This design comes from an exercise in tuning for small area, a short achievable clock period and few clock cycles on the open sky130 flow, not from production work. RTL that was checked went through simulation tests only; none was proved equivalent to the original. Power is estimated from default activity; no workload was simulated.

## strv2_vlc_enc
module strv2_vlc_enc (
    input  wire        clk,
    input  wire        rst,             
    input  wire        start,
    input  wire [15:0] cfg_mbtotal,     
    input  wire        in_valid,
    output wire        in_ready,
    input  wire [15:0] in_data,
    output reg         out_valid,
    input  wire        out_ready,
    output wire [15:0] out_data,
    output reg         done,            
    output reg         fault,           
    output reg  [1:0]  err_code,        
    output wire [31:0] code_count,      
    output wire [15:0] hdr_count,       
    output reg  [5:0]  qscale           
);
Settings: LEC_CHECK=0, ABC_AREA=1, CAP_MARGIN=20, CORE_MARGIN=2, CORE_UTILIZATION=60, PLACE_DENSITY=0.75, SETUP_SLACK_MARGIN=5, SLEW_MARGIN=20; clock period 10.0 ns.
standard.sh (not shown) runs the stock make flow with config.mk's settings and CLKGATE_MAP_FILE= SYNTH_SCRIPT=/design/flow/synth_recipe.tcl, a recipe that flattens the netlist after the stock synthesis.
==> flow/flow/run.sh <==
#!/bin/bash
bash standard.sh SETUP_SLACK_MARGIN=7 "BUFFER_PORTS_ARGS=-buffer_cell sky130_fd_sc_hd__buf_1" finish > standard.log 2>&1
Testbench counts at the start, summed over its fixed seeds: cycles 12,985.
Then changed:
==> flow/flow/run.sh (replaced) <==
#!/bin/bash
bash standard.sh SETUP_SLACK_MARGIN=7 finish > standard.log 2>&1
- CTS_BUF_LIST: unset -> sky130_fd_sc_hd__clkbuf_8
Effect: The new run finished with timing, DRC and antenna clean. Maximum frequency fell by a few percent. Design area went up by a few percent. Setup slack degrades by 77 ps. Global-route usage goes up by 0.98 points. Routed wire length is higher by a few percent. Clock power decreases by a quarter to a third. Utilization went up by 2.1 points. Final cell count went up slightly. Synthesized area stays the same. Worst hold slack improves by 12 ps. Synthesized cell count is unchanged.
Then changed:
- CTS_BUF_LIST: sky130_fd_sc_hd__clkbuf_8 -> unset
Outcome:
- wire length increases by 2.8%
- total power rises by 11%
- first-iteration DRC count rose by 15%
- clock-buffer cell count does not change
- sequential share of layout area goes down by 0.58 points

Setup of oak:
strv2_vlc_enc, a different RTL version from the one above (not shown whole).
For scale: about 1700 cells after synthesis, roughly 120 flip-flops, about 110 I/O pins, roughly 13000 µm² of cells after synthesis.
## strv2_vlc_enc
module strv2_vlc_enc (
    input  wire        clk,
    input  wire        rst,             
    input  wire        start,
    input  wire [15:0] cfg_mbtotal,     
    input  wire        in_valid,
    output wire        in_ready,
    input  wire [15:0] in_data,
    output reg         out_valid,
    input  wire        out_ready,
    output wire [15:0] out_data,
    output reg         done,            
    output reg         fault,           
    output reg  [1:0]  err_code,        
    output wire [31:0] code_count,      
    output wire [15:0] hdr_count,       
    output reg  [5:0]  qscale           
);
    localparam W = 48;                   
    localparam [15:0] EOD_WORD = 16'hFE00;
    localparam [1:0] S_IDLE = 2'd0,      
                     S_RUN  = 2'd1,      
                     S_FIN  = 2'd2,      
                     S_FLT  = 2'd3;      
    reg  [1:0]   st;
    reg          rdy;                    
    reg  [15:0]  ir;                     
    reg          ir_v;
    reg          dc_next;                
    reg  [2:0]   blk;                    
    reg  [15:0]  mb_rem;                 
    reg          last_mb;                
    reg  [15:0]  cnt;                    
    reg          cnt_hi;                 
    reg  [W-1:0] bb;                     
    reg  [5:0]   fill;                   
    assign in_ready   = rdy;
    assign out_data   = bb[W-1:W-16];
    assign code_count = {16'd0, cnt};
    assign hdr_count  = {cnt[15:6] + {9'd0, |cnt[5:0]}, 5'd0};
    wire [5:0] w_run = ir[15:10];
    wire       w_eod = (ir == EOD_WORD);
    wire       lk_hit;
  ...
Settings: LEC_CHECK=0, ABC_CLOCK_PERIOD_IN_PS=4000, CAP_MARGIN=20, CORE_MARGIN=2, CORE_UTILIZATION=40, PLACE_DENSITY=0.6, SETUP_SLACK_MARGIN=5, SLEW_MARGIN=20; clock period 10.0 ns.
run.sh (not shown) runs the stock make flow with config.mk's settings and CLKGATE_MAP_FILE= SYNTH_SCRIPT=/design/flow/synth_recipe.tcl, a recipe that flattens the netlist after the stock synthesis.
Stock flow here: none of the scripts above is used.
Inputs modified between oak and pine:
diff --git a/flow/config.mk b/flow/config.mk
--- a/flow/config.mk
+++ b/flow/config.mk
@@ -7,3 +7,2 @@
 export LEC_CHECK = 0
-export ABC_CLOCK_PERIOD_IN_PS = 4000
 export CAP_MARGIN = 20
@@ -12,3 +11,2 @@
 export PLACE_DENSITY = 0.6
-export SETUP_SLACK_MARGIN = 5
 export SLEW_MARGIN = 20
Results
End point of the critical path = out_valid$_SDFF_PP0_: oak; end point of the critical path = done$_SDFF_PP0_: pine
From oak to pine the numbers moved as follows: final routed wire length divided by cell count now sits higher, synthesized cell count now sits at about the same level, total power now sits lower, post-CTS setup buffer count now sits lower.
Summary of pine over oak: worst setup skew after layout saw a decrease, clock-pin transition on the worst setup and hold timing paths dropped 0.02 ns, endpoint required time on the critical path rose by 0.02 ns, routed wire length on met2 rose by about 3.4%, design area went down.
Function was not checked in any run of this note: the RTL went through the layout flow alone.

==> afterwards: timing with drivers on the ports <==
Ports are ideal in the flow. The routed layouts listed here were re-timed in OpenROAD. Step 1, drivers: a clkbuf_16 drives clk and a buf_2 each remaining input, both assumed. Step 2, shift: input delay + t, output delay - t, t = (earliest + latest rising clock arrival at the registers) / 2. This alone moves slack from input paths to output paths. Slacks: ideal ports / drivers / drivers and shift; pairs: ideal ports / drivers.
run	t, ns	setup WS [ns]	latest minus earliest clock arrival (ns)	slew at the worst register clock pin (ns)	worst slew at a driven data input, ns
the first run of note 1	0.485	6.969 / 6.919 / 6.719	0.020 / 0.021	0.08 / 0.08	0.04
the second run of note 1	0.518	6.892 / 6.849 / 6.579	0.029 / 0.029	0.12 / 0.12	0.04
the third run of note 1	0.481	6.977 / 6.929 / 6.540	0.020 / 0.020	0.08 / 0.08	0.05
oak	0.490	4.924 / 4.924 / 4.788	0.029 / 0.029	0.08 / 0.08	0.06
pine	0.477	3.065 / 3.065 / 3.065	0.011 / 0.010	0.06 / 0.06	0.04
After both steps setup and hold are still met in every run listed. The setup slack of the third run of note 1, which loses most, moves by -0.048 ns with the drivers and by -0.437 ns with both steps.
